From an optimization exercise on the open Yosys and OpenROAD flow, aimed at small area, a short achievable clock period and few clock cycles per item; shortcuts taken in it are not production practice.
At most, simulation tests tie the RTL to the original design; equivalence was not proved.
Function not checked in runs 1 and 2: the RTL went through the layout flow alone.
Power and IR drop assume default switching activity.

==> design/flow/design.v <==
module map_unit (
    input  wire        clk,
    input  wire        rst,
    input  wire        in_valid,
    output reg         in_ready,
    input  wire [15:0] isize,     
    input  wire [15:0] osize,     
    output reg         out_valid,
    output reg  [15:0] out_idx,
    output reg  [15:0] out_fnum,
    output reg         out_last,
    output reg         out_err
);
    reg         busy;           
    reg         div;            
    reg         p2;             
    reg         dvl, dvh;       
    reg         b;              
    reg  [15:0] q;              
    reg  [15:0] r;              
    reg  [15:0] nd;             
    reg  [15:0] cnt;            
    function [31:0] skl16;
        input [15:0] a, bb;
        reg   [15:0] g, p;
        integer l, j, m;
        begin
            g = a & bb;
            p = a ^ bb;
            for (l = 0; l < 4; l = l + 1)
                for (j = 0; j < 16; j = j + 1)
                    if ((j >> l) & 1) begin
                        m = ((j >> l) << l) - 1;
                        g[j] = g[j] | (p[j] & g[m]);
                        p[j] = p[j] & p[m];
                    end
            skl16 = {g, p};
        end
    endfunction
    wire [16:0] x   = {dvh ? out_fnum[15:8] : {1'b0, out_fnum[15:9]},
                       dvl ? {out_fnum[7:0], b} : out_fnum[8:0]};
    wire [17:0] t   = {1'b0, x} + {2'b01, nd} + 18'd1;    
    wire        c   = t[17];                              
    wire [31:0] sgp = skl16(out_fnum, r);
    wire [15:0] s   = (out_fnum ^ r) ^ {sgp[30:16], 1'b0};
    wire [15:0] z   = {dvh ? x[15:8] : s[15:8], dvl ? x[7:0] : s[7:0]};
    wire [15:0] fn  = c ? t[15:0] : z;
    wire [31:0] igp = skl16(out_idx, q);
    wire [15:0] icy = {igp[30:16] | (igp[14:0] & {15{c}}), c};
    wire [15:0] ix  = (out_idx ^ q) ^ icy;     
    wire [15:0] above;                         
    assign above[15] = 1'b0;
    genvar k;
    generate
        for (k = 14; k >= 0; k = k - 1) begin : g_above
            assign above[k] = above[k+1] | r[k+1];
        end
    endgenerate
    wire [15:0] ptr = r & ~above;
    wire        bn  = |(q & {1'b0, ptr[15:1]});      
    wire        div_done = ~|r[15:1];
    wire        last_next = (cnt == 16'd2);
    reg  [15:0] cdec;
    reg         zb;
    integer m;
    always @(*) begin
        zb = 1'b1;
        for (m = 0; m < 16; m = m + 1) begin
            cdec[m] = cnt[m] ^ zb;
            zb      = zb & ~cnt[m];
        end
    end
    wire        in_zero = (isize == 16'd0) || (osize == 16'd0);
    wire        in_last = in_zero || (osize[15:1] == 15'd0);
    always @(posedge clk) begin
        if (rst) begin
            busy      <= 1'b0;
            in_ready  <= 1'b1;
            div       <= 1'b0;
            p2        <= 1'b0;
            dvl       <= 1'b0;
            dvh       <= 1'b0;
            out_valid <= 1'b0;
        end else if (!busy) begin
            out_valid <= in_valid;
            busy      <= in_valid;
            in_ready  <= ~in_valid;
            div       <= 1'b1;
            p2        <= 1'b0;
            dvl       <= 1'b1;
            dvh       <= 1'b1;
        end else if (div) begin
            out_valid <= div_done & ~out_last;
            if (out_last) begin
                busy     <= 1'b0;
                in_ready <= 1'b1;
                div      <= 1'b0;
                dvl      <= 1'b0;
                dvh      <= 1'b0;
            end else if (div_done) begin
                div      <= 1'b0;
                p2       <= ~last_next;
                dvl      <= ~last_next;
                dvh      <= ~last_next;
                busy     <= ~last_next;
                in_ready <= last_next;
            end
        end else begin
            out_valid <= 1'b1;
            p2        <= 1'b0;
            dvl       <= 1'b0;
            dvh       <= 1'b0;
            busy      <= ~last_next;
            in_ready  <= last_next;
        end
    end
    integer i;
    always @(posedge clk) begin
        if (!busy) begin
            out_idx  <= 16'd0;
            out_fnum <= 16'd0;
            out_last <= in_last;
            out_err  <= in_zero;
            b        <= 1'b1;              
            q        <= isize;
            r        <= isize;
            nd       <= ~osize;
            cnt      <= osize;
        end else if (div) begin
            for (i = 0; i < 16; i = i + 1)
                if (ptr[i]) begin
                    q[i]       <= c;
                    out_idx[i] <= c;
                end
            b        <= bn;
            r        <= div_done ? nd : {1'b0, r[15:1]};
            out_fnum <= fn;
            if (div_done) begin
                out_last <= last_next;
                cnt      <= cdec;
            end
        end else begin
            out_idx  <= ix;
            out_fnum <= fn;
            out_last <= last_next;
            cnt      <= cdec;
            if (p2) begin
                r  <= out_fnum;
                nd <= s;
            end
        end
    end
endmodule
==> design/flow/flow/run.sh <==
#!/bin/bash
set -euo pipefail
MARGIN=7
BUFCELL=sky130_fd_sc_hd__buf_2
sed -e 's/ SETUP_SLACK_MARGIN=[0-9.]*//' \
    -e "s/\"\${@:-finish}\"/SETUP_SLACK_MARGIN=$MARGIN BUFFER_PORTS_ARGS='-buffer_cell $BUFCELL' &/" \
    standard.sh > standard_margin.sh
bash standard_margin.sh > standard.log 2>&1
==> design/flow/standard.sh <==
#!/bin/bash
# synth_recipe.tcl (not shown) runs the flow's synth.tcl, then flattens the netlist and writes it again
# the make line also repeats each setting of config.mk as NAME=value (left out here)
make -C /OpenROAD-flow-scripts/flow DESIGN_CONFIG=/design/flow/config.mk WORK_HOME=/design/flow/orfs CLKGATE_MAP_FILE= SYNTH_SCRIPT=/design/flow/synth_recipe.tcl "${@:-finish}"
==> design/flow/config.mk <==
export PLATFORM = sky130hd
export DESIGN_NAME = map_unit
export DESIGN_NICKNAME = map_unit
export VERILOG_FILES = /design/flow/design.v
export SDC_FILE = /design/flow/constraint.sdc
export NUM_CORES = 4
export LEC_CHECK = 0
export CAP_MARGIN = 20
export CORE_MARGIN = 2
export CORE_UTILIZATION = 40
export SLEW_MARGIN = 20
==> design/flow/constraint.sdc <==
create_clock -name core_clock -period 10.0 [get_ports {clk}]
set_input_delay 2.0000 -clock core_clock [delete_from_list [all_inputs] [get_ports {clk}]]
set_output_delay 2.0000 -clock core_clock [all_outputs]
set_load 0.01 [all_outputs]
==> results of run 1 <==
[registers in the layout, summed over array words and instances (netlist names), 16 cells and up]
signal / flops
cnt: 16
nd: 16
out_fnum: 16
out_idx: 16
q: 16
r: 16
[how the worst max path moves through the flow]
stage / endpoint / slack [ns] / cells after the start
2_1_floorplan: out_idx[0]$_SDFFE_PN0P_ / 6.98 / 15
3_3_place_gp: q[12]$_DFFE_PP_ / 5.43 / 14
3_5_place_dp: q[11]$_DFFE_PP_ / 5.23 / 14
4_1_cts: out_fnum[14]$_SDFF_PN0_ / 6.86 / 15
5_1_grt: out_idx[14]$_SDFFE_PN0P_ / 6.78 / 13
6_report: out_idx[0]$_SDFFE_PN0P_ / 6.86 / 14
[Yosys cell counts (all sizes together) (6+ instances only)]
library cell and count:
nor4 13, nand3 8, o22ai 21, o21ai 60, and3 6, o211ai 15, nor3 7, mux2 7
fa 6, a21boi 17, dfxtp 39, mux2i 8, clkbuf 31, inv 64, o21a 7, a21oi 67
nand2 75, nand2b 8, a31oi 7, edfxtp 66, xor2 15, ha 60, nor2 54, buf 8
xnor2 22, a21o 17, o21bai 6, a211oi 23
[worst max-delay path, stage by stage (launching register included)]
cell        delay [ns]
dfxtp_4           0.37
buf_12            0.14
buf_6             0.11
mux2_4            0.30
ha_4              0.29
nand4_1           0.11
a211oi_2          0.30
o21ai_4           0.13
a21oi_4           0.21
o21ai_4           0.09
nand2_4           0.09
clkinvlp_4        0.11
buf_12            0.15
fa_2              0.52
o22ai_2           0.07
[cell type report]
type                       instances  area [um2]
clock buffer                      12         246
clock inverter                     4        76.3
fill                            1595        8190
inverter                          64         248
multi-input combinational        585        4640
sequential                       105        2790
tap                              225         282
timing repair buffer             137         943
[power groups by stage]
stage                     registers, mW  clock network [mW]  logic, mW
after floorplan                   0.676                   0      0.701
after global placement            0.713                   0      0.904
after detailed placement          0.713                   0      0.916
after CTS                         0.702               0.406       1.05
after global routing              0.721               0.420       1.27
final                             0.709               0.400       1.16
[routing by layer]
layer | GRT usage (%) | up-vias
met5 | 0 | -
met4 | 7.82 | 0
met3 | 3.98 | 41
met2 | 39.1 | 206
met1 | 33.1 | 3139
li1 | - | 3146
[through the flow]
step                setup slack, ns  hold slack [ns]  power, mW  util, %
finish                         6.86            0.481       2.27     53.0
global placement               5.43            0.467       1.62     45.7
detailed placement             5.23            0.460       1.63     45.7
global route                   6.78            0.520       2.41     53.0
floorplan                      6.98            0.433       1.38        -
CTS                            6.86            0.484       2.16     51.0
[kinds of logic after synthesis]
kind of cell	share of synthesized area [%]
compound gates	23.6
xor+xnor	4.52
fa+ha+maj	12.1
buf+inv	5.53
flops	38.5
mux	2.21
simple gates	13.5
[repair_timing]
action | 4_1_cts | 5_1_grt
hold buffers | 0 | 0
endpoints found under the setup margin | 100 | 95
gates cloned | 3 | 0
setup buffers | 42 | 18
resized for setup | 58 | 59
pin swaps | 36 | 38
==> impl_metrics.ini, run 1 <==
[placement]
port_buffers = 70
dp.cells = 1053
postPlaceCellArea_mm2 = 0.00795
gp_congestion = 0.890
hpwl_um = 15400

[drt]
detail_route.wl_per_cell_um = 20.1
via_per_inst = 5.77
wl_met3_um = 1110
drt-initial-drc-count = 440
vias = 6532
met1_length_um = 10300
drtAntennaViolNets = 0
wl_met2_um = 10700
highest_layer = met4
drt_pass1_iterations = 5
wirelength_um = 22700
route.detailed.drc = 0

[status]
status = complete, no violations

[logic_synthesis]
synth_area_per_cell_um2 = 9.07
syn-num-nets = 892
yosysTopAreaCellShare_pct = 27.6
synthArstFlopShare_pct = 0
yosys-top-cells-area = edfxtp_1 (28%), dfxtp_1 (11%), ha_1 (10%)
synth_ff_type = edfxtp_1
synth-seq-cells = 105
ys_types = 60
synth-edff-count = 66
ys_seq_area_share_pct = 38.5
syn-cell-area_mm2 = 0.00718
synth_top_area_cell = edfxtp_1
synthCells = 791
yosysWarnings = 1

[layout]
final_cell_mix = buf_2 (70), nand2_1 (69), edfxtp_1 (66)
final_common_cell = buf_2
layout.nets = 1003
areaGrowthSynthToFinish_pct = 28.5
drive_gt1_share_pct = 29.1
antenna_cells = 0
stdcell_area_mm2 = 0.00923
stdcell_count = 1132

[power_and_ir_drop]
irDropWorstVdd_v = 0.000152
clkPwrFrac_pct = 17.6
power_switching_mw = 0.924
p_per_area_mw_per_mm2 = 246
p_int_mw = 1.35
leakagePower_nw = 3.87
seqPwrFrac_pct = 31.3
p_sw_share_pct = 40.7
p_comb_share_pct = 51.1

[clock_tree]
cts_htree_levels = 3
cts_root_buf = clkbuf_16
cts_tree = built
cts_buffers = 9
clock_latency_ns = 0.37
clock-sinks = 105
cts_buffer_depth = 2
clk_pin_slew_ns = 0.08

[global_route]
grt_pass1_vias = 6174
antenna_found_initial = 0
grt_usage_pct = 24.2
grt_max_degree = 62
grt_pass1_wl_um = 34600
grt-ovfl-total = 0

[sta]
worst_pin_slew_ns = 1.07
finalSetupTns_ns = 0
drv_slew = 0
finalSetupViolCount = 0
final_hold_viol_count = 0
fin_crit_ns = 3.14
grt_setup_unrepaired = yes
clock_skew_ns = 0.0115
max_freq_mhz = 319
post-route-period-util_pct = 31.4
slew_headroom_pct = 28.4

[critical_path]
r2r_end = out_idx[0]$_SDFFE_PN0P_
rrSetupSlack_ns = 6.86
startpoint_type = flip-flop
critPathKind = flip-flop to flip-flop
r2r-start = dvl$_SDFFE_PP0P_
crit_path_end_kind = flip-flop
crit_path_start = dvl$_SDFFE_PP0P_
crit_arrival_ns = 3.36
crit_required_ns = 10.22
path_max_fanout = 7
reg2reg_depth = 14

[die]
fp.dieW_um = 138
io_pins = 71
dieArea_mm2 = 0.0190
rows = 48
initial_utilization_pct = 41.2
fp.coreArea_mm2 = 0.0174
die_h_um = 138

[job]
drv_cap = 0

[hold_path]
hold_end = b$_SDFFE_PN1P_
hold_path_class = flip-flop to flip-flop
hold_path_depth = 1
hold_path.startpoint = b$_SDFFE_PN1P_
==> inputs of run 2 (changes only) <==
--- a/design/flow/design.v
+++ b/design/flow/design.v
@@ -45,9 +45,9 @@
     wire [15:0] s   = (out_fnum ^ r) ^ {sgp[30:16], 1'b0};
     wire [15:0] z   = {dvh ? x[15:8] : s[15:8], dvl ? x[7:0] : s[7:0]};
     wire [15:0] fn  = c ? t[15:0] : z;
-    wire [31:0] igp = skl16(out_idx, q);
-    wire [15:0] icy = {igp[30:16] | (igp[14:0] & {15{c}}), c};
-    wire [15:0] ix  = (out_idx ^ q) ^ icy;     
+    wire [15:0] ix0 = out_idx + q;
+    wire [15:0] ix1 = ix0 + 16'd1;
+    wire [15:0] ix  = c ? ix1 : ix0;           
     wire [15:0] above;                         
     assign above[15] = 1'b0;
     genvar k;
==> impl_metrics.ini, run 2 <==
[status]
status = complete, no violations

[layout]
layout.nets = 1073
drive_gt1_share_pct = 29.3
areaGrowthSynthToFinish_pct = 27.5
antenna_cells = 0
final_common_cell = nor2_1
final_cell_mix = nor2_1 (76), buf_2 (70), nand2_1 (67)
fillers = 1734
stdcell_area_mm2 = 0.00987

[die]
fp.dieW_um = 143
dieArea_mm2 = 0.0205
initial_utilization_pct = 41.1
io_pins = 71
rows = 50
fp.coreArea_mm2 = 0.0188
die_h_um = 143

[logic_synthesis]
synthArstFlopShare_pct = 0
yosysMostFrequentCell = nor2_1
yosys-top-cells-count = nor2_1 (80), a21oi_1 (74), nand2_1 (68)
synth-seq-cells = 105
synth-edff-count = 66
yosysWarnings = 1
synth_top_area_cell = edfxtp_1
syn-cell-area_mm2 = 0.00774
ys_seq_area_share_pct = 35.7
syn-num-nets = 966
yosysTopAreaCellShare_pct = 25.6
yosys-top-cells-area = edfxtp_1 (26%), dfxtp_1 (10%), ha_1 (9.9%)
ys_types = 71
synth_ff_type = edfxtp_1
synthCells = 864
synth_area_per_cell_um2 = 8.96

[clock_tree]
clock-sinks = 105
clock_latency_ns = 0.37
cts_hold_buf = 0
cts_htree_levels = 3
cts_buffer_depth = 2
clk_pin_slew_ns = 0.08
cts_root_buf = clkbuf_16
cts_buffers = 9
cts_tree = built

[sta]
grt_setup_unrepaired = yes
slew_headroom_pct = 43.9
fin_crit_ns = 3.21
finalSetupViolCount = 0
final_hold_viol_count = 0
post-route-period-util_pct = 32.1
finalSetupTns_ns = 0
clock_skew_ns = 0.0108
drv_slew = 0
timing.final.ws_setup_ns = 6.79
worst_pin_slew_ns = 0.842
max_freq_mhz = 311

[placement]
hpwl_um = 15900
port_buffers = 70
gp_congestion = 0.868
postPlaceCellArea_mm2 = 0.00846
dp_slack_ns = 5.67

[critical_path]
r2r_end = out_idx[10]$_SDFFE_PN0P_
crit_required_ns = 10.27
crit_path_end_kind = flip-flop
critPathKind = flip-flop to flip-flop
reg2reg_depth = 13
rrSetupSlack_ns = 6.79
crit_arrival_ns = 3.48
r2r-start = dvl$_SDFFE_PP0P_
path_max_fanout = 8
startpoint_type = flip-flop

[global_route]
grt_usage_pct = 22.7
grt_max_degree = 73
antenna_found_initial = 0
grt_pass1_vias = 6434
grt_pass1_wl_um = 35400
grt-ovfl-total = 0

[drt]
vias = 7100
detail_route.wl_per_cell_um = 19.4
drt_pass1_iterations = 5
drtAntennaViolNets = 0
via_per_inst = 5.74
wirelength_um = 24000
drt-initial-drc-count = 500
route.detailed.drc = 0

[hold_path]
hold_end = in_ready$_SDFFE_PP1P_
hold_path_class = flip-flop to flip-flop
hold_path_depth = 2
hold_path.startpoint = in_ready$_SDFFE_PP1P_

[power_and_ir_drop]
leakagePower_nw = 4.09
p_per_area_mw_per_mm2 = 253
irDropWorstVdd_v = 0.000134

[job]
drv_cap = 0
-- run 2: cell types whose count changed after synthesis, sizes merged, moves of 8 or more --
cell,delta
a21o,+18
xnor2,+10
nand3,+9
o22ai,-17
nor3,+15
a21boi,-14
o21ai,-14
o21a,+18
inv,-20
a211oi,+8
nor2,+26
-- run 2: where the power goes --
| group | internal [mW] | switching [mW] |
|---|---|---|
| Clock | 0.235 | 0.173 |
| Combinational | 0.617 | 0.766 |
| Sequential | 0.578 | 0.127 |
| Total | 1.43 | 1.07 |
-- run 2: per-layer routing --
layer  routed length [um]  global-route usage (%)  up-vias  part of all wire [%]
met5                    0                       0        -                     0
met4                  605                    7.82        0                   2.5
met3                 1220                    3.59       34                   5.1
met2                11500                    36.8      192                    48
met1                10700                    30.7     3446                    45
li1                     -                       -     3428                     -
-- run 2: what timing repair did --
action / 4_1_cts / 5_1_grt
buffers inserted: 27 / 31
cloned: 6 / 3
setup endpoints to repair: 99 / 93
pin swaps: 38 / 29
gates resized for setup: 67 / 59
-- run 2: metrics by stage --
| stage | utilization (%) | instances | hold WS, ns | total power [mW] |
|---|---|---|---|---|
| final | 52.4 | 1236 | 0.478 | 2.50 |
| after global routing | 52.4 | 1236 | 0.541 | 2.65 |
| after CTS | 49.8 | 1202 | 0.477 | 2.33 |
| after detailed placement | 44.9 | 1153 | 0.463 | 1.76 |
| after global placement | 44.9 | 1153 | 0.465 | 1.75 |
| after floorplan | - | 864 | 0.461 | 1.51 |
-- run 2: how the worst max path moves through the flow --
stage                          start                  endpoint  slack [ns]
finish              dvl$_SDFFE_PP0P_  out_idx[10]$_SDFFE_PN0P_        6.79
CTS                 dvl$_SDFFE_PP0P_  out_idx[10]$_SDFFE_PN0P_        6.89
detailed placement  dvl$_SDFFE_PP0P_            q[3]$_DFFE_PP_        5.67
global route        dvl$_SDFFE_PP0P_  out_idx[10]$_SDFFE_PN0P_        6.66
global placement    dvl$_SDFFE_PP0P_           q[12]$_DFFE_PP_        5.75
floorplan           dvl$_SDFFE_PP0P_   out_idx[0]$_SDFFE_PN0P_        6.88
-- run 2: kinds of logic after synthesis --
| logic type | share of synthesized area [%] |
|---|---|
| flops | 35.7 |
| fa+ha+maj | 11.4 |
| compound gates | 24.1 |
| simple gates | 16.6 |
| mux | 2.30 |
| buf+inv | 4.70 |
| xor+xnor | 5.21 |
-- run 2: layout make-up --
type | instances | area, um2 | share of cell area (%)
multi-input combinational | 679 | 5340 | 54.1
clock inverter | 6 | 88.8 | 0.900
clock buffer | 10 | 250 | 2.54
inverter | 45 | 181 | 1.84
timing repair buffer | 131 | 891 | 9.03
sequential | 105 | 2790 | 28.3
tap | 260 | 325 | 3.30
-- run 2: worst max-delay path, cell delays in order, from the launching register on --
cell	delay (ns)
dfxtp_4	0.44
buf_6	0.14
mux2_4	0.30
ha_4	0.22
o21a_1	0.10
o31a_1	0.12
o41a_1	0.46
o2111ai_4	0.30
a21oi_4	0.13
buf_6	0.14
nor2_4	0.19
buf_12	0.18
nor4_1	0.06
o311a_1	0.30
==> inputs of run 3 (changes only) <==
--- a/design/flow/design.v
+++ b/design/flow/design.v
@@ -45,8 +45,10 @@
     wire [15:0] s   = (out_fnum ^ r) ^ {sgp[30:16], 1'b0};
     wire [15:0] z   = {dvh ? x[15:8] : s[15:8], dvl ? x[7:0] : s[7:0]};
     wire [15:0] fn  = c ? t[15:0] : z;
-    wire [15:0] ix0 = out_idx + q;
-    wire [15:0] ix1 = ix0 + 16'd1;
+    wire [31:0] igp = skl16(out_idx, q);
+    wire [15:0] ipx = out_idx ^ q;
+    wire [15:0] ix0 = ipx ^ {igp[30:16], 1'b0};
+    wire [15:0] ix1 = ipx ^ {igp[30:16] | igp[14:0], 1'b1};
     wire [15:0] ix  = c ? ix1 : ix0;           
     wire [15:0] above;                         
     assign above[15] = 1'b0;
--- a/design/flow/config.mk
+++ b/design/flow/config.mk
@@ -8,4 +8,5 @@
 export CAP_MARGIN = 20
 export CORE_MARGIN = 2
 export CORE_UTILIZATION = 40
+export CTS_BUF_LIST = sky130_fd_sc_hd__clkbuf_8
 export SLEW_MARGIN = 20
==> impl_metrics.ini, run 3 <==
[status]
status = complete, no violations

[logic_synthesis]
synth_area_per_cell_um2 = 8.91
ys_seq_area_share_pct = 38.3
yosysTopAreaCellShare_pct = 27.5
synth-edff-count = 66
synth_top_area_cell = edfxtp_1
synthCells = 810
yosysWarnings = 1
syn-num-nets = 911
yosys-top-cells-area = edfxtp_1 (27%), dfxtp_1 (11%), ha_1 (11%)
synth-seq-cells = 105
synth_ff_type = edfxtp_1
yosys-top-cells-count = nand2_1 (99), o21ai_0 (87), edfxtp_1 (66)
syn-cell-area_mm2 = 0.00721
yosysMostFrequentCell = nand2_1
synthArstFlopShare_pct = 0
ys_types = 63

[critical_path]
startpoint_type = flip-flop
cpMostUsedCell = ha_4
crit_required_ns = 10.13
r2r-start = cnt[1]$_DFFE_PP_
path_max_fanout = 2
reg2reg_depth = 17
crit_arrival_ns = 3.19
crit_path_end = cnt[15]$_DFFE_PP_
crit_path_start = cnt[1]$_DFFE_PP_
critPathKind = flip-flop to flip-flop
r2r_end = cnt[15]$_DFFE_PP_
cpPeakStageDelay_ns = 0.38
crit_path_end_kind = flip-flop
slowest_stage = edfxtp_1
crit_chain = inv_2, ha_4, ha_4, ha_4, ha_4, ha_4, ha_4, ha_4, ha_4, ha_4, ha_4, ha_4, ha_4, ha_4, ha_4, xnor2_2, a21oi_1
rrSetupSlack_ns = 6.94

[die]
fp.coreArea_mm2 = 0.0178
initial_utilization_pct = 40.4
fp.dieW_um = 138
io_pins = 71
dieArea_mm2 = 0.0191
die_h_um = 138
rows = 49

[global_route]
grt_pass1_vias = 6132
grt_pass1_wl_um = 33400
antenna_found_initial = 0
grt_max_degree = 51
grt_usage_pct = 22.1
grt-ovfl-total = 0

[sta]
final_hold_viol_count = 0
fin_crit_ns = 3.06
post-route-period-util_pct = 30.6
drv_slew = 0
slew_headroom_pct = 53.6
finalSetupViolCount = 0
timing.hold.ws_ns = 0.525
clock_skew_ns = 0.0162
max_freq_mhz = 326
grt_setup_unrepaired = yes
finalSetupTns_ns = 0
worst_pin_slew_ns = 0.697
timing.final.ws_setup_ns = 6.94

[clock_tree]
cts_buffer_depth = 2
cts_htree_levels = 3
cts_buffers = 9
cts_root_buf = clkbuf_8
cts_hold_buf = 0
cts_tree = built
clock_latency_ns = 0.40
clock-sinks = 105
clk_pin_slew_ns = 0.11

[job]
drv_cap = 0

[drt]
via_per_inst = 5.67
wirelength_um = 21600
wl_met3_um = 1130
met1_length_um = 10200
highest_layer = met4
drtAntennaViolNets = 0
wl_met2_um = 9940
drt_pass1_iterations = 6
vias = 6462
route.detailed.drc = 0
drt-initial-drc-count = 388
detail_route.wl_per_cell_um = 19.0

[layout]
fin_util_pct = 49.4
multi_input_comb_area_mm2 = 0.00460
drive_gt1_share_pct = 26.3
layout.nets = 1006
stdcell_count = 1139
areaGrowthSynthToFinish_pct = 22.1
fillers = 1680
final_cell_mix = nand2_1 (94), o21ai_0 (75), buf_2 (70)
final_common_cell = nand2_1
ff_latch_area_mm2 = 0.00281
antenna_cells = 0

[power_and_ir_drop]
irDropWorstVdd_v = 0.0000802
leakagePower_nw = 3.73
p_per_area_mw_per_mm2 = 172

[placement]
dp_slack_ns = 5.25
port_buffers = 70
dp.cells = 1081
hpwl_um = 15200
gp_congestion = 0.900

[hold_path]
hold_path_class = flip-flop to flip-flop
-- run 3: changes by cell type after synthesis, sizes merged, moves of 10 or more --
cell,before,now
o21ai,46,88
nand2,68,99
o21a,25,7
xnor2,32,22
a21o,35,21
nor3,22,7
a21oi,74,62
nor2,80,59
-- run 3: worst min-delay path by stage --
stage	from	endpoint	slack, ns	cells past startpoint
floorplan	b$_SDFFE_PN1P_	b$_SDFFE_PN1P_	0.46	2
global placement	in_ready$_SDFFE_PP1P_	in_ready$_SDFFE_PP1P_	0.49	1
detailed placement	in_ready$_SDFFE_PP1P_	in_ready$_SDFFE_PP1P_	0.50	1
CTS	in_ready$_SDFFE_PP1P_	in_ready$_SDFFE_PP1P_	0.52	1
global route	in_ready$_SDFFE_PP1P_	in_ready$_SDFFE_PP1P_	0.55	1
finish	in_ready$_SDFFE_PP1P_	in_ready$_SDFFE_PP1P_	0.53	1
-- run 3: stage by stage --
step	area, um2	total power, mW
2_1_floorplan	7280	0.979
3_3_place_gp	7810	1.13
3_5_place_dp	7810	1.14
4_1_cts	8460	1.45
5_1_grt	8810	1.61
6_report	8810	1.51
-- run 3: where the power goes --
| group | switching [mW] | internal (mW) |
|---|---|---|
| clock | 0.166 | 0.0935 |
| combinational | 0.360 | 0.274 |
| sequential | 0.0789 | 0.540 |
-- run 3: cells by family after synthesis --
kind of cell	share of synthesized area [%]
AOI/OAI and AO/OA	22.3
and+or+nand+nor	16.6
DFF	38.3
buffers and inverters	4.72
adders and majority gates	12.0
xor gates and xnor gates	4.25
muxes	1.89
-- run 3: repair_timing --
action	CTS	global route
gates cloned	1	0
resized for setup	62	56
buffers inserted	21	20
pin swaps	9	30
setup endpoints to repair	104	43
-- run 3: worst max-delay path: cells and delay by family (launching register included) --
family                     cells  cell delay, ns
xor gates and xnor gates       1            0.12
DFF                            1            0.38
buffers and inverters          1            0.06
AOI/OAI and AO/OA              1            0.08
adders and majority gates     14            2.13
-- run 3: area by class of cell --
cell class | count | area share [%]
Clock inverter | 7 | 0.611
Sequential cell | 105 | 31.8
Inverter | 48 | 2.12
Timing Repair Buffer | 118 | 8.51
Multi-Input combinational cell | 623 | 52.3
Clock buffer | 9 | 1.41
Tap cell | 229 | 3.25
-- run 3: layer usage --
layer  up-vias  track usage, %
met3        20            3.43
met1      3072            31.3
li1       3180               -
met2       190            35.4
met4         0            5.64
met5         -               0
Testbench counts of run 3, summed over its fixed seeds: cycles 12,028, items 10,186.
==> inputs of run 4 (changes only) <==
==> design/flow/flow/run.sh (replaced) <==
#!/bin/bash
set -euo pipefail
MARGIN=7
BUFCELL=sky130_fd_sc_hd__buf_1
sed -e 's/ SETUP_SLACK_MARGIN=[0-9.]*//' \
    -e "s/\"\${@:-finish}\"/SETUP_SLACK_MARGIN=$MARGIN BUFFER_PORTS_ARGS='-buffer_cell $BUFCELL' &/" \
    standard.sh > standard_margin.sh
bash standard_margin.sh > standard.log 2>&1
--- a/design/flow/config.mk
+++ b/design/flow/config.mk
@@ -8,5 +8,4 @@
 export CAP_MARGIN = 20
 export CORE_MARGIN = 2
 export CORE_UTILIZATION = 40
-export CTS_BUF_LIST = sky130_fd_sc_hd__clkbuf_8
 export SLEW_MARGIN = 20
==> impl_metrics.ini, run 4 <==
[drt]
wirelength_um = 21200
drt_pass1_iterations = 5
drtAntennaViolNets = 0
drt-initial-drc-count = 525
route.detailed.drc = 0
via_per_inst = 5.65
vias = 6481
detail_route.wl_per_cell_um = 18.5

[die]
rows = 49
initial_utilization_pct = 40.4
dieArea_mm2 = 0.0191
fp.coreArea_mm2 = 0.0178
fp.dieW_um = 138
io_pins = 71
die_h_um = 138

[sta]
finalSetupViolCount = 0
drv_slew = 0
timing.final.ws_setup_ns = 6.93
fin_crit_ns = 3.07
clock_skew_ns = 0.00699
worst_pin_slew_ns = 0.711
finalSetupTns_ns = 0
grt_setup_unrepaired = yes
post-route-period-util_pct = 30.7
max_freq_mhz = 325
final_hold_viol_count = 0
slew_headroom_pct = 52.6

[critical_path]
rrSetupSlack_ns = 6.93
crit_buf_inv = 1
startpoint_type = flip-flop
path_max_fanout = 2
crit_family = adder cells
slowest_stage = edfxtp_1
crit_required_ns = 10.10
crit_arrival_ns = 3.18
cpPeakStageDelay_ns = 0.37
cpMostUsedCell = ha_4
crit_path_end_kind = flip-flop
crit_chain = inv_2, ha_4, ha_4, ha_4, ha_4, ha_4, ha_4, ha_4, ha_4, ha_4, ha_4, ha_4, ha_4, ha_4, ha_4, xnor2_2, a21oi_2
critPathKind = flip-flop to flip-flop

[logic_synthesis]
synth-seq-cells = 105
synth_area_per_cell_um2 = 8.91
synth_top_family_by_area = compound AO/OA/AOI/OAI gates
synth-edff-count = 66
syn-cell-area_mm2 = 0.00721
synth_compound_area_share_pct = 22.3
synth_ff_type = edfxtp_1
yosysWarnings = 1
ys_seq_area_share_pct = 38.3
synthSimpleGateAreaFrac_pct = 16.6
synthArstFlopShare_pct = 0
yosys-top-cells-count = nand2_1 (99), o21ai_0 (87), edfxtp_1 (66)
synth_fa_ha_area_share_pct = 12.0
synth_top_area_cell = edfxtp_1
synthCells = 810
yosys-top-cells-area = edfxtp_1 (27%), dfxtp_1 (11%), ha_1 (11%)
synthMuxAreaShare_pct = 1.89
yosysMostFrequentCell = nand2_1
yosys.area_share.xor_xnor_pct = 4.25
ys_types = 63
yosysTopAreaCellShare_pct = 27.5
syn-num-nets = 911

[layout]
final_cell_mix = nand2_1 (96), o21ai_0 (76), buf_1 (68)
fin_util_pct = 49.9
areaGrowthSynthToFinish_pct = 23.3
fillers = 1682
layout.nets = 1014
antenna_cells = 0
drive_gt1_share_pct = 19.3
final_common_cell = nand2_1

[global_route]
grt_usage_pct = 21.6
grt_max_degree = 49
grt-ovfl-total = 0
grt_pass1_vias = 5986
antenna_found_initial = 0
grt_pass1_wl_um = 32800

[placement]
port_buffers = 70
dp_slack_ns = 5.29
gp_congestion = 0.909
hpwl_um = 14800

[hold_path]
hold_path_class = flip-flop to flip-flop

[power_and_ir_drop]
leakagePower_nw = 3.59
p_per_area_mw_per_mm2 = 183
irDropWorstVdd_v = 0.000114

[clock_tree]
clock-sinks = 105
cts_buffer_depth = 2
cts_root_buf = clkbuf_16
clock_latency_ns = 0.37
cts_tree = built
cts_htree_levels = 3
cts_hold_buf = 0
clk_pin_slew_ns = 0.08
cts_buffers = 9

[job]
drv_cap = 0

[status]
status = complete, no violations
[run 4: changes by cell type in the layout (fill, tap and decap cells not counted), moves of 3 or more]
cell / previous run / this run
buf_2: 70 / 0
dfxtp_4: 7 / 2
dfxtp_2: 13 / 16
clkbuf_8: 9 / 0
buf_1: 0 / 68
clkbuf_16: 0 / 9
buf_4: 42 / 50
[run 4: through the flow]
stage	area (um2)	instances	power [mW]	hold WS, ns
6_report	8900	1147	1.63	0.513
5_1_grt	8900	1147	1.73	0.517
4_1_cts	8440	1116	1.55	0.512
3_5_place_dp	7730	1081	1.13	0.494
3_3_place_gp	7730	1081	1.12	0.488
2_1_floorplan	7280	810	0.979	0.461
[run 4: cells by family (layout without fill, tap and decap cells)]
kind of cell | Yosys count | count (layout)
compound gates | 260 | 261
simple gates | 248 | 248
flops | 105 | 105
buf+inv | 83 | 190
fa+ha+maj | 66 | 66
xor+xnor | 35 | 35
mux | 13 | 13
[run 4: layout make-up]
type | instances | area (um2) | area share [%]
well taps | 229 | 287 | 3.22
clock inverters | 7 | 77.6 | 0.872
clock buffers | 9 | 225 | 2.53
repair buffers | 126 | 721 | 8.10
multi-input cells | 623 | 4610 | 51.8
inverters | 48 | 186 | 2.10
flip-flops and latches | 105 | 2790 | 31.4
[run 4: layer usage]
metal  global-route usage [%]  vias to the layer above  share of wire, %
li1                         -                     3198                 -
met4                     4.40                        0               1.1
met1                     31.3                     3046                47
met3                     4.19                       24               6.2
met5                        0                        -                 0
met2                     33.7                      213                46
[run 4: final timing paths]
check / to / start / depth (start not counted)
worst min-delay path: in_ready$_SDFFE_PP1P_ / in_ready$_SDFFE_PP1P_ / 1
worst max register to register: cnt[15]$_DFFE_PP_ / cnt[0]$_DFFE_PP_ / 17
worst max-delay path: cnt[15]$_DFFE_PP_ / cnt[0]$_DFFE_PP_ / 17
worst min register to register: in_ready$_SDFFE_PP1P_ / in_ready$_SDFFE_PP1P_ / 1
[run 4: repair_timing]
item / 4_1_cts / 5_1_grt
endpoints found under the setup margin: 101 / 69
gates cloned: 1 / 0
pin swaps: 9 / 27
buffers inserted: 18 / 31
gates resized for setup: 50 / 61
[run 4: power breakdown]
group	switching (mW)	total, mW	internal, mW	leakage (nW)
clock	0.178	0.376	0.197	0.148
sequential	0.0794	0.619	0.540	1.02
combinational	0.360	0.637	0.277	2.43
total	0.618	1.63	1.01	3.59
==> inputs of run 5 (changes only) <==
==> design/flow/flow/run.sh (replaced) <==
#!/bin/bash
set -euo pipefail
MARGIN=7
BUFCELL=sky130_fd_sc_hd__buf_2
sed -e 's/ SETUP_SLACK_MARGIN=[0-9.]*//' \
    -e "s/\"\${@:-finish}\"/SETUP_SLACK_MARGIN=$MARGIN BUFFER_PORTS_ARGS='-buffer_cell $BUFCELL' &/" \
    standard.sh > standard_margin.sh
bash standard_margin.sh > standard.log 2>&1
--- a/design/flow/config.mk
+++ b/design/flow/config.mk
@@ -8,4 +8,5 @@
 export CAP_MARGIN = 20
 export CORE_MARGIN = 2
 export CORE_UTILIZATION = 40
+export PLACE_DENSITY = 0.85
 export SLEW_MARGIN = 20
==> impl_metrics.ini, run 5 <==
[status]
status = complete, no violations

[layout]
areaGrowthSynthToFinish_pct = 23.4
final_common_cell = nand2_1
final_cell_mix = nand2_1 (98), o21ai_0 (76), buf_2 (70)
fin_util_pct = 49.9
drive_gt1_share_pct = 25.0
antenna_cells = 0
fillers = 1556
stdcell_area_mm2 = 0.00890
layout.nets = 1003

[sta]
clock_skew_ns = 0.00923
timing.final.ws_setup_ns = 6.86
worst_pin_slew_ns = 0.954
drv_slew = 0
slew_headroom_pct = 36.4
post-route-period-util_pct = 31.4
final_hold_viol_count = 0
finalSetupViolCount = 0
fin_crit_ns = 3.14
finalSetupTns_ns = 0
max_freq_mhz = 318
grt_setup_unrepaired = yes

[logic_synthesis]
yosysWarnings = 1
syn-num-nets = 911
synth-edff-count = 66
yosysTopAreaCellShare_pct = 27.5
syn-cell-area_mm2 = 0.00721
yosys-top-cells-area = edfxtp_1 (27%), dfxtp_1 (11%), ha_1 (11%)
synth-seq-cells = 105
ys_seq_area_share_pct = 38.3
synth_area_per_cell_um2 = 8.91
synth_top_area_cell = edfxtp_1
yosys-top-cells-count = nand2_1 (99), o21ai_0 (87), edfxtp_1 (66)
synthCells = 810
yosysMostFrequentCell = nand2_1
synth_ff_type = edfxtp_1
synthArstFlopShare_pct = 0
ys_types = 63

[global_route]
grt_pass1_vias = 6446
grt-ovfl-total = 0
grt_pass1_wl_um = 33200
grt_max_degree = 92
antenna_found_initial = 0
grt_usage_pct = 21.7

[critical_path]
critPathKind = flip-flop to flip-flop
crit_path_end_kind = flip-flop
crit_arrival_ns = 3.46
path_max_fanout = 15
startpoint_type = flip-flop
crit_required_ns = 10.32

[placement]
hpwl_um = 14600
postPlaceCellArea_mm2 = 0.00779
gp_congestion = 0.971
dp_slack_ns = 5.48
port_buffers = 70

[clock_tree]
cts_buffers = 9
clock_latency_ns = 0.37
cts_tree = built
cts_root_buf = clkbuf_16
cts_buffer_depth = 2
cts_htree_levels = 3
clk_pin_slew_ns = 0.07
cts_hold_buf = 0
clock-sinks = 105

[power_and_ir_drop]
irDropWorstVdd_v = 0.000107
p_per_area_mw_per_mm2 = 186
power.total_mw = 1.66
leakagePower_nw = 3.78

[job]
drv_cap = 0

[die]
die_h_um = 138
fp.coreArea_mm2 = 0.0178
io_pins = 71
initial_utilization_pct = 40.4
rows = 49
fp.dieW_um = 138
dieArea_mm2 = 0.0191

[drt]
wirelength_um = 22300
via_per_inst = 6.19
drt-initial-drc-count = 853
detail_route.wl_per_cell_um = 19.6
drt_pass1_iterations = 6
vias = 7037
drtAntennaViolNets = 0
route.detailed.drc = 0

[hold_path]
hold_path_class = flip-flop to flip-flop
==> run 5: cell types whose count changed in the layout (fill, tap and decap cells not counted), sizes merged <==
cell	previous run	this run
clkbuf	11	9
buf	124	115
clkinv	4	2
clkinvlp	1	3
==> run 5: path summary, 6_finish.rpt <==
path         slack (ns)                  endpoint  depth (start not counted)             startpoint
max reg2reg        6.86  out_idx[15]$_SDFFE_PN0P_                         13       dvl$_SDFFE_PP0P_
min reg2reg        0.50     in_ready$_SDFFE_PP1P_                          1  in_ready$_SDFFE_PP1P_
max                6.86  out_idx[15]$_SDFFE_PN0P_                         13       dvl$_SDFFE_PP0P_
min                0.50     in_ready$_SDFFE_PP1P_                          1  in_ready$_SDFFE_PP1P_
==> run 5: where the power goes <==
part	switching, mW	total, mW	internal [mW]
sequential	0.0843	0.624	0.539
combinational	0.375	0.659	0.285
clock	0.178	0.375	0.197
total	0.637	1.66	1.02
==> run 5: layer usage <==
metal	share of wire [%]	vias up	global-route usage, %
met1	39	3318	28.4
met4	4.8	0	9.24
met3	11	110	4.78
li1	-	3163	-
met5	0	-	0
met2	46	446	34.8
==> run 5: through the flow <==
step / std cells / hold slack [ns]
final: 1136 / 0.496
after global routing: 1136 / 0.519
after CTS: 1109 / 0.501
after detailed placement: 1078 / 0.484
after global placement: 1078 / 0.476
after floorplan: 810 / 0.461
==> run 5: repair_timing <==
item | 4_1_cts | 5_1_grt
cloned | 1 | 0
endpoints found under the setup margin | 98 | 36
endpoints found under the hold margin | 0 | 0
setup buffers | 14 | 27
gates resized for setup | 51 | 53
pin swaps | 6 | 28
==> run 5: layout make-up <==
type / instances / area, um2 / area share (%)
inverters: 48 / 189 / 2.12
clock buffers: 9 / 225 / 2.53
clock inverters: 7 / 78.8 / 0.886
well taps: 229 / 287 / 3.22
repair buffers: 115 / 758 / 8.52
flip-flops and latches: 105 / 2790 / 31.3
multi-input cells: 623 / 4580 / 51.4
==> run 5: critical path, cell delays in order, from the launching register on <==
cell and delay (ns):
dfxtp_4 0.43, buf_12 0.16, nand2_1 0.09, o21ai_0 0.13, ha_2 0.35, a21oi_2 0.21
o21a_1 0.22, o221ai_4 0.16, buf_12 0.16, o21ai_4 0.23, a21oi_4 0.12, a31o_4 0.27
or4_4 0.47, nand3_1 0.07
==> run 5: cell families after synthesis <==
logic type      share of synthesized area (%)
fa+ha+maj                                12.0
xor+xnor                                 4.25
buf+inv                                  4.72
flops                                    38.3
simple gates                             16.6
compound gates                           22.3
mux                                      1.89
==> inputs of run 6 (changes only) <==
--- a/design/flow/config.mk
+++ b/design/flow/config.mk
@@ -8,5 +8,4 @@
 export CAP_MARGIN = 20
 export CORE_MARGIN = 2
 export CORE_UTILIZATION = 40
-export PLACE_DENSITY = 0.85
 export SLEW_MARGIN = 20
==> impl_metrics.ini, run 6 <==
[clock_tree]
clock-sinks = 105
cts_tree = built
cts_buffer_depth = 2
clock_latency_ns = 0.37
clk_pin_slew_ns = 0.07
cts_buffers = 9
cts_hold_buf = 0
cts_htree_levels = 3
cts_root_buf = clkbuf_16

[critical_path]
path_max_fanout = 2
crit_arrival_ns = 3.16
r2r_end = cnt[15]$_DFFE_PP_
reg2reg_depth = 17
crit_required_ns = 10.10
startpoint_type = flip-flop
critPathKind = flip-flop to flip-flop
rrSetupSlack_ns = 6.94
r2r-start = cnt[1]$_DFFE_PP_
crit_path_end_kind = flip-flop

[logic_synthesis]
synth-edff-count = 66
synthArstFlopShare_pct = 0
yosys-top-cells-area = edfxtp_1 (27%), dfxtp_1 (11%), ha_1 (11%)
synth_ff_type = edfxtp_1
synth_fa_ha_area_share_pct = 12.0
ys_types = 63
synth_top_family_by_area = compound AO/OA/AOI/OAI gates
yosys-top-cells-count = nand2_1 (99), o21ai_0 (87), edfxtp_1 (66)
synthMuxAreaShare_pct = 1.89
synth_area_per_cell_um2 = 8.91
synth_compound_area_share_pct = 22.3
synth-seq-cells = 105
yosysMostFrequentCell = nand2_1
syn-cell-area_mm2 = 0.00721
synthCells = 810
synthSimpleGateAreaFrac_pct = 16.6
yosys.area_share.xor_xnor_pct = 4.25
yosysTopAreaCellShare_pct = 27.5
ys_seq_area_share_pct = 38.3
syn-num-nets = 911
yosysWarnings = 1
synth_top_area_cell = edfxtp_1

[sta]
clock_skew_ns = 0.0123
finalSetupTns_ns = 0
finalSetupViolCount = 0
fin_crit_ns = 3.06
slew_headroom_pct = 53.9
worst_pin_slew_ns = 0.692
timing.final.ws_setup_ns = 6.94
drv_slew = 0
timing.hold.ws_ns = 0.519
post-route-period-util_pct = 30.6
max_freq_mhz = 327
grt_setup_unrepaired = yes
final_hold_viol_count = 0

[layout]
final_cell_mix = nand2_1 (97), o21ai_0 (77), buf_2 (70)
layout.nets = 1007
fillers = 1696
areaGrowthSynthToFinish_pct = 22.9
drive_gt1_share_pct = 25.4
antenna_cells = 0
final_common_cell = nand2_1
fin_util_pct = 49.7

[drt]
detail_route.wl_per_cell_um = 19.1
drtAntennaViolNets = 0
vias = 6488
via_per_inst = 5.69
route.detailed.drc = 0
wirelength_um = 21800
drt-initial-drc-count = 435
drt_pass1_iterations = 5

[global_route]
grt_usage_pct = 22.1
antenna_found_initial = 0
grt_pass1_wl_um = 33400
grt_pass1_vias = 6080
grt_max_degree = 51
grt-ovfl-total = 0

[placement]
gp_congestion = 0.900
dp_slack_ns = 5.25
port_buffers = 70
hpwl_um = 15200

[hold_path]
hold_path_class = flip-flop to flip-flop
hold_path.startpoint = in_ready$_SDFFE_PP1P_
hold_path_depth = 1
hold_end = in_ready$_SDFFE_PP1P_

[die]
io_pins = 71
fp.dieW_um = 138
rows = 49
initial_utilization_pct = 40.4
dieArea_mm2 = 0.0191
die_h_um = 138
fp.coreArea_mm2 = 0.0178

[power_and_ir_drop]
irDropWorstVdd_v = 0.0000915
leakagePower_nw = 3.78
p_per_area_mw_per_mm2 = 182

[status]
status = complete, no violations

[job]
drv_cap = 0
==> run 6: worst max-delay path by stage <==
stage	from	end	slack (ns)	cells after the start
after CTS	cnt[0]$_DFFE_PP_	cnt[15]$_DFFE_PP_	6.96	17
after global routing	dvl$_SDFFE_PP0P_	out_idx[12]$_SDFFE_PN0P_	6.83	13
after global placement	dvl$_SDFFE_PP0P_	out_fnum[13]$_SDFF_PN0_	5.43	9
after detailed placement	dvl$_SDFFE_PP0P_	out_fnum[13]$_SDFF_PN0_	5.25	10
final	cnt[1]$_DFFE_PP_	cnt[15]$_DFFE_PP_	6.94	17
after floorplan	cnt[0]$_DFFE_PP_	cnt[15]$_DFFE_PP_	6.96	17
==> run 6: final cells by class <==
cell class | instances | area (um2) | share of cell area [%]
Inverter | 48 | 186 | 2.10
Tap cell | 229 | 287 | 3.23
Multi-Input combinational cell | 623 | 4550 | 51.4
Clock buffer | 9 | 225 | 2.54
Sequential cell | 105 | 2790 | 31.5
Timing Repair Buffer | 119 | 768 | 8.66
Clock inverter | 7 | 53.8 | 0.607
==> run 6: what timing repair did <==
action / CTS / global route
resized for setup: 51 / 52
setup buffers: 20 / 22
pin swaps: 8 / 29
endpoints found under the setup margin: 98 / 40
gates cloned: 1 / 0
==> run 6: logic make-up (layout without fill, tap and decap cells) <==
group	after synthesis	in the layout
AOI/OAI and AO/OA	260	261
xor gates and xnor gates	35	35
adders and majority gates	66	66
buffers and inverters	83	183
DFF	105	105
muxes	13	13
and+or+nand+nor	248	248
==> run 6: critical path, cell delays in order (launching register included) <==
cell and delay [ns]:
edfxtp_1 0.37, inv_2 0.06, ha_4 0.16, ha_4 0.16, ha_4 0.15, ha_4 0.15
ha_4 0.15, ha_4 0.16, ha_4 0.16, ha_4 0.15, ha_4 0.15, ha_4 0.15
ha_4 0.15, ha_4 0.15, ha_4 0.15, ha_4 0.15, xnor2_2 0.12, a21oi_1 0.08
==> run 6: power by group <==
part	total (mW)	internal (mW)	switching (mW)
Clock	0.352	0.172	0.180
Combinational	0.638	0.280	0.358
Sequential	0.620	0.540	0.0804
==> run 6: per-layer routing <==
layer | vias up | GRT usage, % | part of all wire [%] | wire, um
li1 | 3184 | - | - | -
met5 | - | 0 | 0 | 0
met4 | 0 | 5.16 | 1.8 | 402
met2 | 194 | 35.2 | 46 | 9990
met1 | 3082 | 31.2 | 47 | 10300
met3 | 28 | 4.47 | 5.3 | 1150
==> run 6: stage by stage <==
stage	area (um2)	total power [mW]	cells
after floorplan	7280	0.979	810
after global placement	7810	1.13	1081
after detailed placement	7810	1.14	1081
after CTS	8520	1.54	1118
after global routing	8870	1.70	1140
final	8870	1.61	1140
==> inputs of run 7 (changes only) <==
--- a/design/flow/config.mk
+++ b/design/flow/config.mk
@@ -7,5 +7,6 @@
 export LEC_CHECK = 0
 export CAP_MARGIN = 20
 export CORE_MARGIN = 2
-export CORE_UTILIZATION = 40
+export CORE_UTILIZATION = 55
+export PLACE_DENSITY = 0.8
 export SLEW_MARGIN = 20
==> impl_metrics.ini, run 7 <==
[status]
status = complete, no violations

[critical_path]
slowest_stage = edfxtp_1
crit_buf_inv = 1
startpoint_type = flip-flop
crit_arrival_ns = 3.17
path_max_fanout = 2
cpPeakStageDelay_ns = 0.37
crit_required_ns = 10.08
crit_family = adder cells
critPathKind = flip-flop to flip-flop
crit_chain = inv_2, ha_4, ha_4, ha_4, ha_4, ha_4, ha_4, ha_4, ha_4, ha_4, ha_4, ha_4, ha_4, ha_4, ha_4, xnor2_2, a21oi_1
crit_path_end_kind = flip-flop
cpMostUsedCell = ha_4

[die]
fp.coreArea_mm2 = 0.0127
dieArea_mm2 = 0.0140
initial_utilization_pct = 56.7
io_pins = 71
die_h_um = 119
fp.dieW_um = 119
rows = 41

[logic_synthesis]
yosys-top-cells-count = nand2_1 (99), o21ai_0 (87), edfxtp_1 (66)
synthCells = 810
ys_seq_area_share_pct = 38.3
yosys-top-cells-area = edfxtp_1 (27%), dfxtp_1 (11%), ha_1 (11%)
synth_area_per_cell_um2 = 8.91
synth-edff-count = 66
syn-num-nets = 911
ys_types = 63
yosysWarnings = 1
synthArstFlopShare_pct = 0
synth_top_area_cell = edfxtp_1
synth-seq-cells = 105
yosysMostFrequentCell = nand2_1
yosysTopAreaCellShare_pct = 27.5
synth_ff_type = edfxtp_1
syn-cell-area_mm2 = 0.00721

[sta]
post-route-period-util_pct = 30.9
finalSetupViolCount = 0
clock_skew_ns = 0.00654
slew_headroom_pct = 36.6
max_freq_mhz = 323
drv_slew = 0
timing.final.ws_setup_ns = 6.91
worst_pin_slew_ns = 0.951
final_hold_viol_count = 0
fin_crit_ns = 3.09
finalSetupTns_ns = 0
grt_setup_unrepaired = yes

[clock_tree]
cts_htree_levels = 3
cts_buffers = 9
clock_latency_ns = 0.35
cts_root_buf = clkbuf_16
cts_tree = built
cts_buffer_depth = 2
clock-sinks = 105
clk_pin_slew_ns = 0.07

[layout]
fin_util_pct = 69.0
final_cell_mix = nand2_1 (95), o21ai_0 (74), buf_2 (70)
layout.nets = 993
antenna_cells = 0
final_common_cell = nand2_1
drive_gt1_share_pct = 24.5
areaGrowthSynthToFinish_pct = 21.7

[power_and_ir_drop]
irDropWorstVdd_v = 0.000105
p_per_area_mw_per_mm2 = 185
leakagePower_nw = 3.73

[drt]
vias = 6871
drtAntennaViolNets = 0
drt-initial-drc-count = 884
detail_route.wl_per_cell_um = 20.4
wirelength_um = 21800
via_per_inst = 6.43
drt_pass1_iterations = 5
route.detailed.drc = 0

[global_route]
antenna_found_initial = 0
grt_max_degree = 91
grt_pass1_vias = 6308
grt_pass1_wl_um = 32600
grt-ovfl-total = 0
grt_usage_pct = 29.4

[placement]
hpwl_um = 14100
port_buffers = 70
gp_congestion = 0.961
dp_slack_ns = 5.36

[job]
drv_cap = 0

[hold_path]
hold_path_class = flip-flop to flip-flop
## run 7: cell types whose count changed in the layout (fill, tap and decap cells not counted), sizes merged
cell,previous run,this run
buf,119,105
clkbuf,9,15
clkinv,4,1
clkinvlp,2,1
inv,49,47
## run 7: cell type report
type                            instances  area (um2)
Clock buffer                           15         300
Clock inverter                          1        6.26
Fill cell                             981        3940
Inverter                               48         186
Multi-Input combinational cell        623        4600
Sequential cell                       105        2780
Tap cell                              172         215
Timing Repair Buffer                  105         694
## run 7: metrics by stage
stage                     cells  total power [mW]  hold WS, ns  instance area [um2]
after floorplan             810             0.979        0.461                 7280
after global placement     1021              1.11        0.477                 7720
after detailed placement   1021              1.12        0.481                 7720
after CTS                  1050              1.53        0.498                 8390
after global routing       1069              1.71        0.517                 8780
final                      1069              1.63        0.491                 8780
## run 7: report_power, final
group          switching (mW)  leakage [nW]  internal, mW  total (mW)
logic                   0.369          2.57         0.271       0.640
registers              0.0782          1.01         0.539       0.617
clock network           0.163         0.151         0.207       0.370
total                   0.611          3.73          1.02        1.63
## run 7: logic make-up after synthesis
| group | Yosys count | synth area share (%) |
|---|---|---|
| compound gates | 260 | 22.3 |
| xor+xnor | 35 | 4.25 |
| fa+ha+maj | 66 | 12.0 |
| buf+inv | 83 | 4.72 |
| flops | 105 | 38.3 |
| mux | 13 | 1.89 |
| simple gates | 248 | 16.6 |
## run 7: worst paths after layout
check,from,slack [ns],cells after the start,end
worst max-delay path,cnt[0]$_DFFE_PP_,6.91,17,cnt[15]$_DFFE_PP_
worst max register to register,cnt[0]$_DFFE_PP_,6.91,17,cnt[15]$_DFFE_PP_
worst min-delay path,in_ready$_SDFFE_PP1P_,0.49,1,in_ready$_SDFFE_PP1P_
worst min register to register,in_ready$_SDFFE_PP1P_,0.49,1,in_ready$_SDFFE_PP1P_
## run 7: timing repair
action                                  4_1_cts  5_1_grt
hold buffers                                  0        0
gates cloned                                  1        0
pin swaps                                     6       25
endpoints found under the setup margin       88       41
setup buffers                                12       18
resized for setup                            44       65
## run 7: layer usage
layer / vias to the layer above / wire [um] / GRT usage (%)
met5: - / 0 / 0
met4: 0 / 979 / 12.8
met3: 82 / 1940 / 4.68
met2: 392 / 10200 / 47.1
met1: 3250 / 8640 / 39.3
li1: 3147 / - / -
==> inputs of run 8 (changes only) <==
==> design/flow/flow/run.sh (replaced) <==
#!/bin/bash
set -euo pipefail
MARGIN=6.7
BUFCELL=sky130_fd_sc_hd__buf_2
sed -e 's/ SETUP_SLACK_MARGIN=[0-9.]*//' \
    -e "s/\"\${@:-finish}\"/SETUP_SLACK_MARGIN=$MARGIN BUFFER_PORTS_ARGS='-buffer_cell $BUFCELL' &/" \
    standard.sh > standard_margin.sh
bash standard_margin.sh > standard.log 2>&1
--- a/design/flow/config.mk
+++ b/design/flow/config.mk
@@ -7,6 +7,5 @@
 export LEC_CHECK = 0
 export CAP_MARGIN = 20
 export CORE_MARGIN = 2
-export CORE_UTILIZATION = 55
-export PLACE_DENSITY = 0.8
+export CORE_UTILIZATION = 40
 export SLEW_MARGIN = 20
==> impl_metrics.ini, run 8 <==
[drt]
route.detailed.drc = 0
drt_pass1_iterations = 6
detail_route.wl_per_cell_um = 18.3
wirelength_um = 20300
via_per_inst = 5.71
drtAntennaViolNets = 0
drt-initial-drc-count = 467
vias = 6331

[logic_synthesis]
yosysMostFrequentCell = nand2_1
yosysWarnings = 1
synthCells = 810
yosysTopAreaCellShare_pct = 27.5
synth-edff-count = 66
yosys-top-cells-area = edfxtp_1 (27%), dfxtp_1 (11%), ha_1 (11%)
synthArstFlopShare_pct = 0
synth-seq-cells = 105
syn-num-nets = 911
synth_top_area_cell = edfxtp_1
ys_types = 63
synth_ff_type = edfxtp_1
yosys-top-cells-count = nand2_1 (99), o21ai_0 (87), edfxtp_1 (66)
ys_seq_area_share_pct = 38.3
synth_area_per_cell_um2 = 8.91
syn-cell-area_mm2 = 0.00721

[sta]
drv_slew = 0
post-route-period-util_pct = 31.9
slew_headroom_pct = 35.4
finalSetupTns_ns = 0
max_freq_mhz = 313
final_hold_viol_count = 0
clock_skew_ns = 0.0108
grt_setup_unrepaired = yes
timing.hold.ws_ns = 0.501
finalSetupViolCount = 0
worst_pin_slew_ns = 0.969
fin_crit_ns = 3.19

[global_route]
grt-ovfl-total = 0
antenna_found_initial = 0
grt_pass1_vias = 6007
grt_max_degree = 50
grt_pass1_wl_um = 32700
grt_usage_pct = 21.6

[layout]
areaGrowthSynthToFinish_pct = 15.6
ff_latch_area_mm2 = 0.00276
antenna_cells = 0
layout.nets = 975
final_cell_mix = nand2_1 (98), o21ai_0 (84), buf_2 (70)
final_common_cell = nand2_1
fillers = 1753
drive_gt1_share_pct = 17.5
multi_input_comb_area_mm2 = 0.00433

[critical_path]
path_max_fanout = 2
startpoint_type = flip-flop
crit_required_ns = 10.10
crit_family = adder cells
critPathKind = flip-flop to flip-flop
crit_buf_inv = 1
cpPeakStageDelay_ns = 0.38
crit_arrival_ns = 3.29
crit_path_end_kind = flip-flop
slowest_stage = edfxtp_1
crit_chain = inv_2, ha_2, ha_2, ha_2, ha_2, ha_2, ha_2, ha_2, ha_4, ha_4, ha_4, ha_4, ha_4, ha_4, ha_4, xnor2_2, a21oi_1

[die]
fp.dieW_um = 138
rows = 49
dieArea_mm2 = 0.0191
io_pins = 71
initial_utilization_pct = 40.4
die_h_um = 138
fp.coreArea_mm2 = 0.0178

[power_and_ir_drop]
irDropWorstVdd_v = 0.000105
p_per_area_mw_per_mm2 = 182
leakagePower_nw = 3.57

[placement]
port_buffers = 70
hpwl_um = 15000
gp_congestion = 0.901

[clock_tree]
cts_tree = built
clock_latency_ns = 0.37
cts_root_buf = clkbuf_16
cts_htree_levels = 3
clk_pin_slew_ns = 0.08
cts_buffer_depth = 2
cts_buffers = 9
clock-sinks = 105

[hold_path]
hold_path_class = flip-flop to flip-flop

[status]
status = complete, no violations

[job]
drv_cap = 0
run 8: cell counts after synthesis:
No cell type changed its count.
run 8: cells by family (layout without fill, tap and decap cells):
group                    count (synthesis)  in the layout  synth area share (%)
AND/OR/NAND/NOR                        248            248                  16.6
buffers and inverters                   83            151                  4.72
AO/OA/AOI/OAI                          260            261                  22.3
multiplexers                            13             13                  1.89
adder cells (fa/ha/maj)                 66             66                  12.0
flip-flops                             105            105                  38.3
XOR/XNOR                                35             35                  4.25
run 8: stage by stage:
stage / util, % / cell area (um2) / total power [mW] / std cells / worst slack [ns]
5_1_grt: 46.7 / 8340 / 1.62 / 1108 / 6.68
2_1_floorplan: - / 7210 / 0.977 / 810 / 6.74
4_1_cts: 45.8 / 8160 / 1.50 / 1102 / 6.70
6_report: 46.7 / 8340 / 1.52 / 1108 / 6.81
3_5_place_dp: 43.5 / 7760 / 1.13 / 1082 / 5.85
3_3_place_gp: 43.5 / 7760 / 1.13 / 1082 / 5.92
run 8: path summary, 6_finish.rpt:
check                                            from               endpoint  slack, ns  cells past startpoint
worst min register to register  in_ready$_SDFFE_PP1P_  in_ready$_SDFFE_PP1P_       0.50                      1
worst max-delay path                 cnt[0]$_DFFE_PP_      cnt[15]$_DFFE_PP_       6.81                     17
worst min-delay path            in_ready$_SDFFE_PP1P_  in_ready$_SDFFE_PP1P_       0.50                      1
worst max register to register       cnt[0]$_DFFE_PP_      cnt[15]$_DFFE_PP_       6.81                     17
run 8: routing by layer:
metal / global-route usage (%) / part of all wire [%]
met5: 0 / 0
met4: 6.02 / 1.9
met3: 3.91 / 5.6
met2: 33.9 / 44
met1: 30.7 / 48
run 8: final cells by class:
type                       count  share of cell area (%)
inverter                      48                    2.24
clock buffer                   9                    2.70
timing repair buffer          87                    5.93
sequential                   105                    33.1
clock inverter                 7                   0.615
tap                          229                    3.44
multi-input combinational    623                    51.9
run 8: power by group:
group | switching (mW) | internal, mW
sequential | 0.0793 | 0.537
combinational | 0.322 | 0.229
clock | 0.181 | 0.172
total | 0.582 | 0.937
run 8: timing repair:
action / in CTS / in global routing
endpoints found under the setup margin: 46 / 36
hold buffers: 0 / 0
buffers inserted: 3 / 6
pin swaps: 4 / 7
cloned: 1 / 0
gates resized for setup: 27 / 23
==> inputs of run 9 (changes only) <==
==> design/flow/flow/run.sh (replaced) <==
#!/bin/bash
set -euo pipefail
MARGIN=6.85
BUFCELL=sky130_fd_sc_hd__buf_2
sed -e 's/ SETUP_SLACK_MARGIN=[0-9.]*//' \
    -e "s/\"\${@:-finish}\"/SETUP_SLACK_MARGIN=$MARGIN BUFFER_PORTS_ARGS='-buffer_cell $BUFCELL' &/" \
    standard.sh > standard_margin.sh
bash standard_margin.sh > standard.log 2>&1
==> impl_metrics.ini, run 9 <==
[hold_path]
hold_path_class = flip-flop to flip-flop

[logic_synthesis]
synth_fa_ha_area_share_pct = 12.0
synth_top_area_cell = edfxtp_1
yosysWarnings = 1
ys_types = 63
synth_compound_area_share_pct = 22.3
synth_ff_type = edfxtp_1
yosysTopAreaCellShare_pct = 27.5
synth_top_family_by_area = compound AO/OA/AOI/OAI gates
synth-seq-cells = 105
synth_area_per_cell_um2 = 8.91
syn-num-nets = 911
synthCells = 810
yosys-top-cells-count = nand2_1 (99), o21ai_0 (87), edfxtp_1 (66)
yosysMostFrequentCell = nand2_1
synthMuxAreaShare_pct = 1.89
syn-cell-area_mm2 = 0.00721
yosys-top-cells-area = edfxtp_1 (27%), dfxtp_1 (11%), ha_1 (11%)
ys_seq_area_share_pct = 38.3
synth-edff-count = 66
synthSimpleGateAreaFrac_pct = 16.6
synthArstFlopShare_pct = 0
yosys.area_share.xor_xnor_pct = 4.25

[clock_tree]
clock-sinks = 105
clk_pin_slew_ns = 0.08
cts_tree = built
cts_root_buf = clkbuf_16
clock_latency_ns = 0.37
cts_htree_levels = 3
cts_buffers = 9
cts_buffer_depth = 2

[global_route]
grt-ovfl-total = 0
grt_pass1_wl_um = 32700
grt_usage_pct = 21.5
antenna_found_initial = 0
grt_pass1_vias = 5988
grt_max_degree = 52

[die]
io_pins = 71
fp.dieW_um = 138
fp.coreArea_mm2 = 0.0178
rows = 49
dieArea_mm2 = 0.0191
initial_utilization_pct = 40.4
die_h_um = 138

[sta]
finalSetupViolCount = 0
timing.hold.ws_ns = 0.493
finalSetupTns_ns = 0
drv_slew = 0
clock_skew_ns = 0.0101
slew_headroom_pct = 35.1
fin_crit_ns = 3.12
worst_pin_slew_ns = 0.973
max_freq_mhz = 321
grt_setup_unrepaired = yes
post-route-period-util_pct = 31.2
final_hold_viol_count = 0

[status]
status = complete, no violations

[drt]
via_per_inst = 5.64
wirelength_um = 20800
drt_pass1_iterations = 5
detail_route.wl_per_cell_um = 18.6
vias = 6306
drt-initial-drc-count = 471
drtAntennaViolNets = 0
route.detailed.drc = 0

[layout]
fillers = 1711
final_cell_mix = nand2_1 (98), o21ai_0 (83), buf_2 (70)
multi_input_comb_area_mm2 = 0.00446
layout.nets = 986
fin_util_pct = 48.1
drive_gt1_share_pct = 19.6
final_common_cell = nand2_1
stdcell_count = 1119
areaGrowthSynthToFinish_pct = 18.9
antenna_cells = 0
ff_latch_area_mm2 = 0.00277

[critical_path]
path_max_fanout = 2
critPathKind = flip-flop to flip-flop
startpoint_type = flip-flop
crit_arrival_ns = 3.21
crit_path_end_kind = flip-flop
crit_required_ns = 10.10

[placement]
dp.cells = 1082
gp_congestion = 0.909
port_buffers = 70
hpwl_um = 15100

[job]
drv_cap = 0

[power_and_ir_drop]
p_per_area_mw_per_mm2 = 181
irDropWorstVdd_v = 0.000102
leakagePower_nw = 3.65
## run 9: cell count changes in the layout (fill, tap and decap cells not counted), sizes merged
cell / change
clkbuf: +2
inv: -2
clkinv: +1
buf: +10
## run 9: cell families after synthesis
kind of cell	after synthesis
AOI/OAI and AO/OA	260
and+or+nand+nor	248
DFF	105
buffers and inverters	83
adders and majority gates	66
xor gates and xnor gates	35
muxes	13
## run 9: final timing paths
path | start | endpoint | slack (ns) | cells past startpoint
worst max-delay path | cnt[0]$_DFFE_PP_ | cnt[15]$_DFFE_PP_ | 6.88 | 17
worst min-delay path | in_ready$_SDFFE_PP1P_ | in_ready$_SDFFE_PP1P_ | 0.49 | 1
worst max register to register | cnt[0]$_DFFE_PP_ | cnt[15]$_DFFE_PP_ | 6.88 | 17
worst min register to register | in_ready$_SDFFE_PP1P_ | in_ready$_SDFFE_PP1P_ | 0.49 | 1
## run 9: per-stage QoR
stage               total power [mW]  worst slack (ns)  instance area (um2)
floorplan                      0.978              6.83                 7230
global placement                1.13              5.90                 7770
detailed placement              1.13              5.87                 7770
CTS                             1.52              6.82                 8310
global route                    1.65              6.77                 8580
finish                          1.56              6.88                 8580
## run 9: worst max-delay path, stage by stage, from the launching register on
cell	delay (ns)
edfxtp_1	0.38
inv_2	0.06
ha_4	0.16
ha_4	0.15
ha_4	0.16
ha_4	0.15
ha_4	0.16
ha_4	0.16
ha_4	0.16
ha_4	0.16
ha_4	0.15
ha_4	0.15
ha_4	0.16
ha_4	0.15
ha_4	0.16
ha_4	0.16
xnor2_2	0.15
a21oi_1	0.07
## run 9: repair_timing
action / in CTS / in global routing
hold buffers: 0 / 0
endpoints found under the setup margin: 69 / 36
buffers inserted: 3 / 16
gates cloned: 1 / 1
pin swaps: 7 / 9
gates resized for setup: 39 / 20
## run 9: where the power goes
group | internal (mW) | leakage (nW) | switching [mW]
clock | 0.179 | 0.140 | 0.179
sequential | 0.537 | 1.01 | 0.0774
combinational | 0.247 | 2.50 | 0.337
## run 9: final cells by class
type / instances / share of cell area, %
tap: 229 / 3.34
clock buffer: 10 / 2.79
inverter: 48 / 2.17
multi-input combinational: 623 / 51.9
clock inverter: 6 / 0.598
sequential: 105 / 32.2
timing repair buffer: 98 / 6.93
## run 9: routing by layer
layer	up-vias	track usage, %	wire, um
li1	3141	-	-
met5	-	0	0
met2	203	34.2	9560
met4	0	4.83	237
met1	2946	30.6	9820
met3	16	4.09	1190

## what the ideal ports hide
In the flow no input, the clock included, has a driving cell. The finished layouts below were timed again as built, in two steps. Step 1: set_driving_cell puts a clkbuf_16 on clk and a buf_2 on each other input, an assumption about the parent block. Step 2, shift: input delay + t, output delay - t, t = (earliest + latest rising clock arrival at the registers) / 2. This alone moves slack from input paths to output paths. Slacks: no drivers / after step 1 / after step 2; pairs: no drivers / after step 1.
| run | t, ns | setup slack, ns | hold slack, ns | worst register clock-pin slew, ns | worst data-port slew with drivers (ns) |
|---|---|---|---|---|---|
| run 1 | 0.403 | 6.863 / 6.863 / 6.692 | 0.481 / 0.481 / 0.481 | 0.08 / 0.08 | 0.03 |
| run 2 | 0.407 | 6.787 / 6.787 / 6.647 | 0.478 / 0.478 / 0.478 | 0.08 / 0.08 | 0.04 |
| run 3 | 0.427 | 6.936 / 6.936 / 6.678 | 0.525 / 0.525 / 0.525 | 0.12 / 0.12 | 0.03 |
| run 4 | 0.402 | 6.926 / 6.926 / 6.661 | 0.513 / 0.513 / 0.513 | 0.08 / 0.08 | 0.04 |
| run 5 | 0.410 | 6.859 / 6.859 / 6.578 | 0.496 / 0.496 / 0.496 | 0.08 / 0.08 | 0.04 |
| run 6 | 0.407 | 6.943 / 6.943 / 6.675 | 0.519 / 0.519 / 0.519 | 0.08 / 0.08 | 0.03 |
| run 7 | 0.384 | 6.905 / 6.905 / 6.670 | 0.491 / 0.491 / 0.491 | 0.07 / 0.07 | 0.03 |
| run 8 | 0.402 | 6.810 / 6.810 / 6.501 | 0.501 / 0.501 / 0.501 | 0.08 / 0.08 | 0.03 |
| run 9 | 0.404 | 6.884 / 6.872 / 6.612 | 0.493 / 0.493 / 0.493 | 0.08 / 0.08 | 0.04 |
After both steps every run listed still meets setup and hold. The setup slack of run 8, which loses most, moves by 0.000 ns with the drivers and by -0.309 ns with both steps.
